From an optimization exercise on the open Yosys and OpenROAD flow, aimed at small area, a short achievable clock period and few clock cycles; shortcuts taken in it are not production practice.
The RTL was checked by simulation tests, not by an equivalence proof against the original design.
No activity file was given, so power comes from the tool's default toggle rates.

== branch garnet ==
==> flow/design.v <==
module ook_rx (
    input  wire          clk,
    input  wire          rst,
    input  wire          c_valid,
    output wire          c_ready,
    input  wire [17:0]   c_word,
    input  wire          f_pop,
    output wire          f_avail,
    output wire [6:0]    f_len,
    output wire [47:0]   f_payload,
    input  wire [2:0]    r_num,
    output reg  [31:0]   r_data
);
    localparam integer W       = 2;
    localparam integer G       = 300;
    localparam integer THR_NUM = 1;
    localparam integer THR_DEN = 20;
    localparam integer MINGAP  = 1;
    localparam integer PERIOD  = 2;
    localparam integer NMAX    = 96;
    localparam integer LMAX    = NMAX - W + 1;    
    localparam integer P   = 8;                   
    localparam integer SW  = 17;                  
    localparam integer NBV = 57;                  
    localparam integer K0    = 3;
    localparam integer K     = 3;
    localparam integer NC    = 5;           
    localparam integer NSTEP = K0 + K * NC;       
    localparam [1:0] OP_NOP = 2'd0, OP_SAMPLE = 2'd1, OP_LAST = 2'd2, OP_END = 2'd3;
    reg              busy;
    reg  [6:0]       cnt;        
    reg  [6:0]       lw;         
    reg  [15:0]      sreg;       
    reg  [23:0]      tsum;       
    reg  [3:0]       dcyc;       
    reg  [6:0]       rr;         
    reg              aligned;
    reg  [6:0]       acnt;       
    reg              sa;         
    reg  [3:0]       ga;
    reg  [6:0]       rema;       
    reg              sb;         
    reg  [3:0]       gb;
    reg  [P-1:0]     cr;         
    reg              tail;
    reg              mkp;        
    reg              lpar;       
    reg  [6:0]       uc;         
    reg  [6:0]       nb;         
    reg  [NBV-1:0]   bv;         
    reg  [2:0]       dofs;       
    reg  [2:0]       dropn;      
    reg              fq_valid;
    wire [1:0]  op   = c_word[17:16];
    wire [15:0] d    = c_word[15:0];
    wire        full = (cnt == NMAX);
    assign c_ready = (op == OP_NOP) || (!busy && (op == OP_END || !full));
    wire fire      = c_valid && c_ready;
    wire do_sample = fire && (op == OP_SAMPLE || op == OP_LAST);
    wire do_close  = fire && (op == OP_LAST || op == OP_END);
    wire do_sw     = do_sample && (cnt != 0);        
    wire [SW-1:0] s_new = sreg + d;
    wire [6:0]  lw_cl  = lw + (do_sw ? 7'd1 : 7'd0);   
    wire c_step10 = (lw == 7'd0) || (lw == 7'd12) || (lw == 7'd25) || (lw == 7'd38) ||
                    (lw == 7'd51) || (lw == 7'd64) || (lw == 7'd77) || (lw == 7'd90);
    wire [SW-1:0] head [0:P-1];
    wire          alg_step = busy && !aligned;
    genvar gj;
    generate
        for (gj = 0; gj < P; gj = gj + 1) begin : g_lane
            localparam integer DEP   = (LMAX - 1 - gj) / P + 1;
            localparam integer KLAST = (DEP - 1) * P + gj;
            reg  [SW-1:0] sl [0:DEP-1];
            wire en = (do_sw && lw[2:0] == gj) || sa ||
                      (alg_step && acnt <= KLAST);
            integer e;
            always @(posedge clk) begin
                if (en) begin
                    for (e = 0; e < DEP - 1; e = e + 1)
                        sl[e] <= sl[e+1];
                    sl[DEP-1] <= s_new;
                end
            end
            assign head[gj] = sl[0];
        end
    endgenerate
    function [7:0] dstep;             
        input [6:0] r;
        input       b;
        input [6:0] l;
        reg   [8:0] df;
        reg   [7:0] t;
        begin
            t  = {r, b};
            df = {1'b0, t} - {2'b0, l};
            dstep = df[8] ? {t[6:0], 1'b0} : {df[6:0], 1'b1};
        end
    endfunction
    reg [6:0]  d1_r;  reg [23:0] d1_q;
    reg [6:0]  dk_r;  reg [23:0] dk_q;
    reg [7:0]  dst;
    integer si;
    always @(*) begin
        d1_r = tsum >> NSTEP;
        d1_q = tsum << (24 - NSTEP);
        for (si = 0; si < K0; si = si + 1) begin
            dst  = dstep(d1_r, d1_q[23], lw);
            d1_r = dst[7:1];
            d1_q = {d1_q[22:0], dst[0]};
        end
        dk_r = rr;
        dk_q = tsum;
        for (si = 0; si < K; si = si + 1) begin
            dst  = dstep(dk_r, dk_q[23], lw);
            dk_r = dst[7:1];
            dk_q = {dk_q[22:0], dst[0]};
        end
    end
    wire [17:0] qt = tsum[17:0];
    wire [6:0] kba = {ga, 3'b000};
    function gtc;
        input [17:0] a;
        input [17:0] b;
        integer i;
        reg c;
        begin
            c = 1'b0;
            for (i = 0; i < 18; i = i + 1)
                c = (a[i] & ~b[i]) | ((a[i] | ~b[i]) & c);
            gtc = c;
        end
    endfunction
    reg  [P-1:0] cand;
    integer ja;
    always @(*)
        for (ja = 0; ja < P; ja = ja + 1)
            cand[ja] = gtc({1'b0, head[ja]}, qt) && (rema > ja);
    wire last_ga = (rema <= P);
    wire        t_clr    = sa && last_ga;
    wire [23:0] tsum_acc = (t_clr ? 24'd0 : tsum) + {7'd0, s_new} + (c_step10 ? 24'd10 : 24'd11);
    reg  [P-1:0] mk;
    reg          pv;           
    reg          lpe;          
    reg  [1:0]   ut;           
    reg  [5:0]   w;            
    reg          any;
    reg  [2:0]   olast;
    reg          pm;
    integer jb, ip;
    always @(*) begin
        pv    = mkp;
        lpe   = lpar;
        ut    = 2'b00;
        w     = 6'd0;
        any   = 1'b0;
        olast = 3'd0;
        for (ip = 0; ip < P / 2; ip = ip + 1) begin
            jb = 2 * ip;
            if (gb == 4'd0 && jb == 0)
                mk[jb] = 1'b1;               
            else
                mk[jb] = cr[jb] && !pv;
            if (mk[jb]) lpe = 1'b0;
            pv = mk[jb];
            jb = 2 * ip + 1;
            mk[jb] = cr[jb] && !pv;
            if (mk[jb] && !lpe) ut = {ut[0], 1'b1};
            if (mk[jb]) lpe = 1'b1;
            pv = mk[jb];
            pm = (mk[2*ip] && !(gb == 4'd0 && ip == 0)) || mk[2*ip+1];
            if (pm) begin
                any = 1'b1;
                case (ut)
                    2'b00: begin w[ip]     = 1'b1; olast = ip;     end
                    2'b01: begin w[ip + 1] = 1'b1; olast = ip + 1; end
                    default: begin w[ip + 2] = 1'b1; olast = ip + 2; end
                endcase
            end
        end
    end
    wire [6:0]  base1 = {1'b0, gb, 2'b00} + uc - {1'b0, dofs, 3'b000};    
    wire [12:0] wsh   = {7'd0, w} << base1[2:0];
    wire [3:0]  bci   = base1[6:3];
    reg  [63:0] bset;
    integer c;
    always @(*) begin
        bset = 64'd0;
        for (c = 0; c < 8; c = c + 1) begin
            if (bci == c)
                bset[8*c +: 8] = bset[8*c +: 8] | wsh[7:0];
            if (bci + 4'd1 == c)
                bset[8*c +: 8] = bset[8*c +: 8] | {3'b0, wsh[12:8]};
        end
    end
    reg  last_gb;
    wire [NBV-1:0] bv_nx = !sb ? bv : ((gb == 4'd0 ? {NBV{1'b0}} : bv) | bset[NBV-1:0]);
    wire [6:0]     nb_nx = (sb && any) ? base1 + {4'd0, olast} : nb;
    wire [7:0] hbyte  = bv[8:1];
    wire [2:0] len_e  = (hbyte[7:4] != 4'd0 || hbyte[3:1] == 3'd7) ? 3'd7 : hbyte[3:1];
    wire       hdr_ok = (nb >= 7'd8);
    wire       fr_ok  = ({1'b0, nb} >= {1'b0, len_e, 3'b000} + 8'd8);
    wire       p_act  = !fq_valid && dropn == 3'd0 && hdr_ok;
    wire       p_zero = p_act && (len_e == 3'd0);
    wire       p_emit = p_act && !p_zero && fr_ok;
    wire       p_drop = p_zero || dropn != 3'd0;
    wire       done   = tail && !p_drop && !p_emit && !fq_valid;
    always @(posedge clk) begin
        if (rst) begin
            busy     <= 1'b0;
            cnt      <= 7'd0;
            lw       <= 7'd0;
            tsum     <= 24'd0;
            dcyc     <= 4'd0;
            aligned  <= 1'b1;
            sa       <= 1'b0;
            sb       <= 1'b0;
            tail     <= 1'b0;
            fq_valid <= 1'b0;
            nb       <= 7'd0;
            dofs     <= 3'd0;
            dropn    <= 3'd0;
        end else begin
            if (p_emit)
                fq_valid <= 1'b1;
            if (f_pop && fq_valid) begin
                fq_valid <= 1'b0;
                dropn    <= len_e + 3'd1;
            end
            if (do_sample) begin
                sreg <= d;
                cnt  <= cnt + 7'd1;
            end
            if (do_sw) begin
                lw   <= lw + 7'd1;
                tsum <= tsum_acc;
            end
            if (do_close) begin
                if (lw_cl == 7'd0) begin
                    cnt  <= 7'd0;
                    lw   <= 7'd0;
                end else begin
                    busy    <= 1'b1;
                    dcyc    <= NC + 1;
                    aligned <= (lw_cl == LMAX);
                    acnt    <= lw_cl;
                end
            end
            if (busy && dcyc != 4'd0) begin
                if (dcyc == NC + 1) begin
                    rr   <= d1_r;
                    tsum <= d1_q;
                end else begin
                    rr   <= dk_r;
                    tsum <= dk_q;
                end
                dcyc <= dcyc - 4'd1;
            end
            if (alg_step) begin
                acnt <= acnt + P;
                if (acnt + P >= LMAX)
                    aligned <= 1'b1;
            end
            if (busy && !sa && !sb && !tail && dcyc == 4'd0 && aligned && !fq_valid) begin
                sa   <= 1'b1;
                ga   <= 4'd0;
                rema <= lw;
                if (lw <= 2 * P) begin
                    busy <= 1'b0;
                    cnt  <= 7'd0;
                    lw   <= 7'd0;
                end
            end
            if (sa) begin
                cr   <= cand;
                ga   <= ga + 4'd1;
                rema <= rema - P;
                if (rema > 2 * P && rema <= 3 * P) begin
                    busy <= 1'b0;
                    cnt  <= 7'd0;
                    lw   <= 7'd0;
                end
                if (last_ga) begin
                    sa   <= 1'b0;
                    if (!do_sw)
                        tsum <= 24'd0;
                end
            end
            sb <= sa;
            gb <= ga;
            last_gb <= last_ga;
            if (sb) begin
                mkp  <= mk[P-1];
                lpar <= lpe;
                uc   <= uc + {5'd0, ut[1], ut[0] & !ut[1]};
                if (last_gb)
                    tail <= 1'b1;
            end
            bv <= p_drop ? {8'd0, bv_nx[NBV-1:8]} : bv_nx;
            nb <= p_drop ? nb_nx - 7'd8 : nb_nx;
            if (p_drop) begin
                dofs <= dofs + 3'd1;
                if (dropn != 3'd0)
                    dropn <= dropn - 3'd1;
            end
            if (busy && !sa && !sb && !tail && dcyc == 4'd0 && aligned && !fq_valid) begin
                nb   <= 7'd0;         
                dofs <= 3'd0;
            end
            if (sa && ga == 4'd0) begin
                mkp  <= 1'b1;
                lpar <= 1'b0;
                uc   <= 7'd0;
            end
            if (done)
                tail <= 1'b0;
        end
    end
    reg [47:0] pay;
    integer fi;
    always @(*)
        for (fi = 0; fi < 6; fi = fi + 1)
            pay[8*fi +: 8] = (fi < len_e) ? bv[8*fi+9 +: 8] : 8'd0;
    assign f_avail   = fq_valid;
    assign f_len     = fq_valid ? {4'd0, len_e} : 7'd0;
    assign f_payload = fq_valid ? pay : 48'd0;
    wire [31:0] status = {10'd0, 17'd0, 1'b1, full, fq_valid, fq_valid, busy};
    wire [7:0] rs;
    genvar gr;
    generate
        for (gr = 0; gr < 8; gr = gr + 1) begin : g_rs
            assign rs[gr] = (r_num == gr);
        end
    endgenerate
    always @(*) begin
        r_data = 32'd0;
        r_data[0] = rs[2] | rs[4] | (rs[6] & busy)     | (rs[7] & cnt[0]);
        r_data[1] = rs[0] | rs[5] | (rs[6] & fq_valid) | (rs[7] & cnt[1]);
        r_data[2] = rs[1] | rs[3] | (rs[6] & fq_valid) | (rs[7] & cnt[2]);
        r_data[3] = rs[1] |         (rs[6] & full)     | (rs[7] & cnt[3]);
        r_data[4] = rs[3] | rs[6] |                      (rs[7] & cnt[4]);
        r_data[5] = rs[1] |                              (rs[7] & cnt[5]);
        r_data[6] =                                      (rs[7] & cnt[6]);
        r_data[8] = rs[1];
    end
endmodule
make LEC_CHECK=0 CAP_MARGIN=20 CORE_MARGIN=2 CORE_UTILIZATION=40 CTS_BUF_LIST=sky130_fd_sc_hd__clkbuf_16 CTS_CLUSTER_DIAMETER=80 CTS_CLUSTER_SIZE=30 PLACE_DENSITY=0.6 SETUP_SLACK_MARGIN=5 SLEW_MARGIN=20 finish   # period 15.0 ns
run.sh (not shown) runs the stock make flow with config.mk's settings and CLKGATE_MAP_FILE= SYNTH_SCRIPT=/design/flow/synth_recipe.tcl, a recipe that flattens the netlist after the stock synthesis.
branch garnet finished every stage and its layout cleared the timing, design-rule and antenna checks.
Testbench counts of branch garnet, summed over its fixed seeds: cycles 7,239.
Here is what was changed in the inputs of branch indigo compared with branch garnet.
--- a/flow/design.v
+++ b/flow/design.v
@@ -20,19 +20,22 @@
     localparam integer NMAX    = 96;
     localparam integer LMAX    = NMAX - W + 1;    
     localparam integer P   = 8;                   
     localparam integer SW  = 17;                  
     localparam integer NBV = 57;                  
-    localparam integer K0    = 3;
+    localparam integer K0    = 0;
     localparam integer K     = 3;
-    localparam integer NC    = 5;           
+    localparam integer NC    = 6;           
     localparam integer NSTEP = K0 + K * NC;       
     localparam [1:0] OP_NOP = 2'd0, OP_SAMPLE = 2'd1, OP_LAST = 2'd2, OP_END = 2'd3;
     reg              busy;
     reg  [6:0]       cnt;        
     reg  [6:0]       lw;         
     reg  [15:0]      sreg;       
+    reg  [SW-1:0]    sacc;       
+    reg              sval;
+    reg              sc10;       
     reg  [23:0]      tsum;       
     reg  [3:0]       dcyc;       
     reg  [6:0]       rr;         
     reg              aligned;
     reg  [6:0]       acnt;       
@@ -82,10 +85,11 @@
                 end
             end
             assign head[gj] = sl[0];
         end
     endgenerate
+    wire [23:0] dvd0 = tsum + (sval ? {7'd0, sacc} + (sc10 ? 24'd10 : 24'd11) : 24'd0);
     function [7:0] dstep;             
         input [6:0] r;
         input       b;
         input [6:0] l;
         reg   [8:0] df;
@@ -99,12 +103,12 @@
     reg [6:0]  d1_r;  reg [23:0] d1_q;
     reg [6:0]  dk_r;  reg [23:0] dk_q;
     reg [7:0]  dst;
     integer si;
     always @(*) begin
-        d1_r = tsum >> NSTEP;
-        d1_q = tsum << (24 - NSTEP);
+        d1_r = dvd0 >> NSTEP;
+        d1_q = dvd0 << (24 - NSTEP);
         for (si = 0; si < K0; si = si + 1) begin
             dst  = dstep(d1_r, d1_q[23], lw);
             d1_r = dst[7:1];
             d1_q = {d1_q[22:0], dst[0]};
         end
@@ -134,12 +138,10 @@
     integer ja;
     always @(*)
         for (ja = 0; ja < P; ja = ja + 1)
             cand[ja] = gtc({1'b0, head[ja]}, qt) && (rema > ja);
     wire last_ga = (rema <= P);
-    wire        t_clr    = sa && last_ga;
-    wire [23:0] tsum_acc = (t_clr ? 24'd0 : tsum) + {7'd0, s_new} + (c_step10 ? 24'd10 : 24'd11);
     reg  [P-1:0] mk;
     reg          pv;           
     reg          lpe;          
     reg  [1:0]   ut;           
     reg  [5:0]   w;            
@@ -207,10 +209,11 @@
     always @(posedge clk) begin
         if (rst) begin
             busy     <= 1'b0;
             cnt      <= 7'd0;
             lw       <= 7'd0;
+            sval     <= 1'b0;
             tsum     <= 24'd0;
             dcyc     <= 4'd0;
             aligned  <= 1'b1;
             sa       <= 1'b0;
             sb       <= 1'b0;
@@ -230,12 +233,16 @@
                 sreg <= d;
                 cnt  <= cnt + 7'd1;
             end
             if (do_sw) begin
                 lw   <= lw + 7'd1;
-                tsum <= tsum_acc;
+                sacc <= s_new;
+                sc10 <= c_step10;
             end
+            sval <= do_sw;
+            if (!busy)
+                tsum <= dvd0;
             if (do_close) begin
                 if (lw_cl == 7'd0) begin
                     cnt  <= 7'd0;
                     lw   <= 7'd0;
                 end else begin
@@ -279,12 +286,11 @@
                     cnt  <= 7'd0;
                     lw   <= 7'd0;
                 end
                 if (last_ga) begin
                     sa   <= 1'b0;
-                    if (!do_sw)
-                        tsum <= 24'd0;
+                    tsum <= 24'd0;
                 end
             end
             sb <= sa;
             gb <= ga;
             last_gb <= last_ga;
==> notes.md <==
Compared to branch garnet, branch indigo has number of nets in the layout 68 lower.
Taking branch garnet as the reference, in branch indigo number of sequential cells rose 1.1%, initial core utilization about even, total track usage about even.
Both conditions hold for branch indigo: the flow ran to the end and the final layout passed the timing, design-rule and antenna checks.
Est. power | branch indigo vs branch garnet | branch indigo higher
Measured against each other, branch garnet and branch indigo differ in post-route clock period utilization, the lower figure coming from branch indigo.
Testbench counts of branch indigo, summed over its fixed seeds: cycles 7,303.

==> afterwards: timing with drivers on the ports <==
No port has a modelled driver above. Below, the same layouts with a new extraction and two added sets of constraints. Step 1 sets driving cells, clkbuf_16 on the clock port and buf_2 on the other inputs (assumed; they add their load-dependent delay and slew). Step 2 also shifts input and output timing later by t, the mid clock arrival at the registers, as if the neighbouring blocks saw the same clock. Slacks: ideal / step 1 / step 2; pairs: ideal / step 1.
| run | t (ns) | setup slack, ns | worst setup path at the end | worst register clock-pin slew, ns | pins driven straight from the clock port |
|---|---|---|---|---|---|
| branch garnet | 0.768 | 5.845 / 5.890 / 5.121 | input to register | 0.11 / 0.11 | 1 |
| branch indigo | 0.770 | 7.121 / 7.093 / 6.677 | input to register | 0.12 / 0.12 | 1 |
After both steps every run listed still meets setup and hold. For branch garnet, which loses most, drivers alone change the setup slack by +0.045 ns; drivers and shift together by -0.724 ns.
